This design comes from an exercise in tuning for small area and few clock cycles on the open sky130 flow, not from production work. Only simulation tests tie the RTL to the original design; equivalence was not proved. The clock port is modelled as an ideal driver; clocking choices that lean on that would not hold on a real chip.

==> inputs of job 4885 <==
==> flow/design.v (excerpt) <==
module slmp_engine (
    input  wire        clk,
    input  wire        rst,
    input  wire        cmd_valid,
    output wire        cmd_ready,
    input  wire [7:0]  cmd_op,
    input  wire [7:0]  cmd_dev,
    input  wire [15:0] cmd_addr,
    input  wire [15:0] cmd_count,
    input  wire [15:0] cmd_plen,
    input  wire        in_valid,
    output wire        in_ready,
    input  wire [7:0]  in_data,
    input  wire        rx_valid,
    output wire        rx_ready,
    input  wire [7:0]  rx_data,
    input  wire [1:0]  rx_term,
    output wire        dout_valid,
    input  wire        dout_ready,
    output wire [7:0]  dout_data,
    output reg         done,
    output wire [3:0]  st_err,
    output wire [3:0]  st_sub,
    output wire [15:0] st_code,
    output wire [16:0] olen,
    output wire [15:0] res
);
clock: 5.0 ns
lec_check: 0
cap_margin: 20
core_margin: 2
core_utilization: 40
cts_buf_list: sky130_fd_sc_hd__clkbuf_8
cts_cluster_diameter: 150
cts_cluster_size: 40
slew_margin: 20
standard.sh (not shown) runs the stock make flow with config.mk's settings and CLKGATE_MAP_FILE= SYNTH_SCRIPT=/design/flow/synth_recipe.tcl, a recipe that flattens the netlist after the stock synthesis.
==> flow/flow/run.sh <==
#!/bin/bash
# Layout flow: the standard ORFS flow (standard.sh) with extra make
# settings listed in flow/extra_args (one per line). Each tool's full
# output goes to a log of its own in this folder.
set -euo pipefail
here=$(pwd)
args=()
while IFS= read -r line; do
  [[ -z "$line" ]] && continue
  args+=("${line//@HERE@/$here}")
done < flow/extra_args
bash standard.sh "${args[@]}" finish > standard_run.log 2>&1
==> flow/flow/extra_args <==
BUFFER_PORTS_ARGS=-buffer_cell sky130_fd_sc_hd__buf_1
GPL_TIMING_DRIVEN=0
PRE_GLOBAL_PLACE_TCL=@HERE@/flow/rmbuf.tcl
POST_CTS_TCL=@HERE@/flow/recover.tcl
==> flow/flow/recover.tcl <==
# area recovery after CTS: downsize gates off the critical paths, then
# repair any slew/cap the downsizing caused, and legalize again
estimate_parasitics -placement
repair_timing -recover_power 100 -verbose
repair_design -slew_margin 20 -cap_margin 20 -verbose
detailed_placement
check_placement -verbose
estimate_parasitics -placement
==> flow/flow/rmbuf.tcl <==
remove_buffers
==> job 3785 (differences from job 4885) <==
==> flow/flow/extra_args (replaced) <==
BUFFER_PORTS_ARGS=-buffer_cell sky130_fd_sc_hd__buf_1
RECOVER_POWER=100
GPL_TIMING_DRIVEN=0
PRE_GLOBAL_PLACE_TCL=@HERE@/flow/rmbuf.tcl
- CTS_CLUSTER_DIAMETER: 150 -> 500
- CTS_CLUSTER_SIZE: 40 -> 100
removed: flow/flow/recover.tcl
==> flow_metrics.env <==
export IMPL_slew_viol_final=11
export IMPL_drtIter0Drc=693
export IMPL_dr_wl_met3_mm=2.25
export IMPL_vias=6419
export IMPL_failed_checks="max-capacitance violations, max-slew violations"
export IMPL_switchingPower_w=0.000632
export IMPL_cap_viol_max_count=1
export IMPL_sh_seq_area_pct=35.2
export IMPL_outcome="complete, but fails checks"
export IMPL_clk_power_w=0.000537
export IMPL_p_int_w=0.00128
export IMPL_clk_share_pct=2.73
export IMPL_fin_crit_sh_pct=93.6
export IMPL_rrSetupSlack_ns=0.57
[end of results for job 3785]
==> flow_metrics.env <==
export IMPL_min_path_type="reg2reg"
export IMPL_rrSetupSlack_ns=0.78
export IMPL_slew_viol_final=0
export IMPL_drtIter0Drc=729
export IMPL_dr_wl_met3_mm=2.18
export IMPL_vias=6434
export IMPL_fin_crit_sh_pct=93.8
export IMPL_seq_cell_count=92
export IMPL_cap_viol_max_count=0
export IMPL_ios=158
export IMPL_sh_seq_area_pct=35.1
export IMPL_cts_tree="yes"
export IMPL_drive_above_1_share_pct=4.86
export IMPL_p_int_w=0.00128
export IMPL_clk_share_pct=2.72
export IMPL_outcome="timing/DRC/antenna clean"
export IMPL_post_dp_hpwl_mm=16.2
export IMPL_worst_path_max_delay_cell="nor3_1"
export IMPL_port_buffers=146
[end of results for job 4885]
Testbench counts of job 4885, summed over its fixed seeds: cycles 92,211.
Testbench counts of job 3785, summed over its fixed seeds: cycles 92,211.

==> separate check: timing with driven ports <==
Ports are ideal in the flow. The routed layouts listed here were re-timed in OpenROAD.
Step 1 sets driving cells, clkbuf_16 on the clock port and buf_2 on the other inputs (assumed; they add their load-dependent delay and slew).
Step 2 adds t to the input delays and takes it off the output delays; t is the mean of the earliest and latest rising clock arrival at the registers after step 1. Input paths then give back, and output paths get back, about the clock's delay inside the block.
Three values: ideal ports, drivers, drivers and shift; two values: the first two.
run | t (ns) | setup WS [ns] | worst hold slack (ns) | worst slew at a driven data input, ns | cell pins on the clock port's net
job 4885 | 0.417 | 0.312 / 0.277 / 0.695 | 0.450 / 0.450 / 0.450 | 0.04 | 1
job 3785 | 0.420 | 0.319 / 0.284 / 0.569 | 0.453 / 0.453 / 0.453 | 0.04 | 1
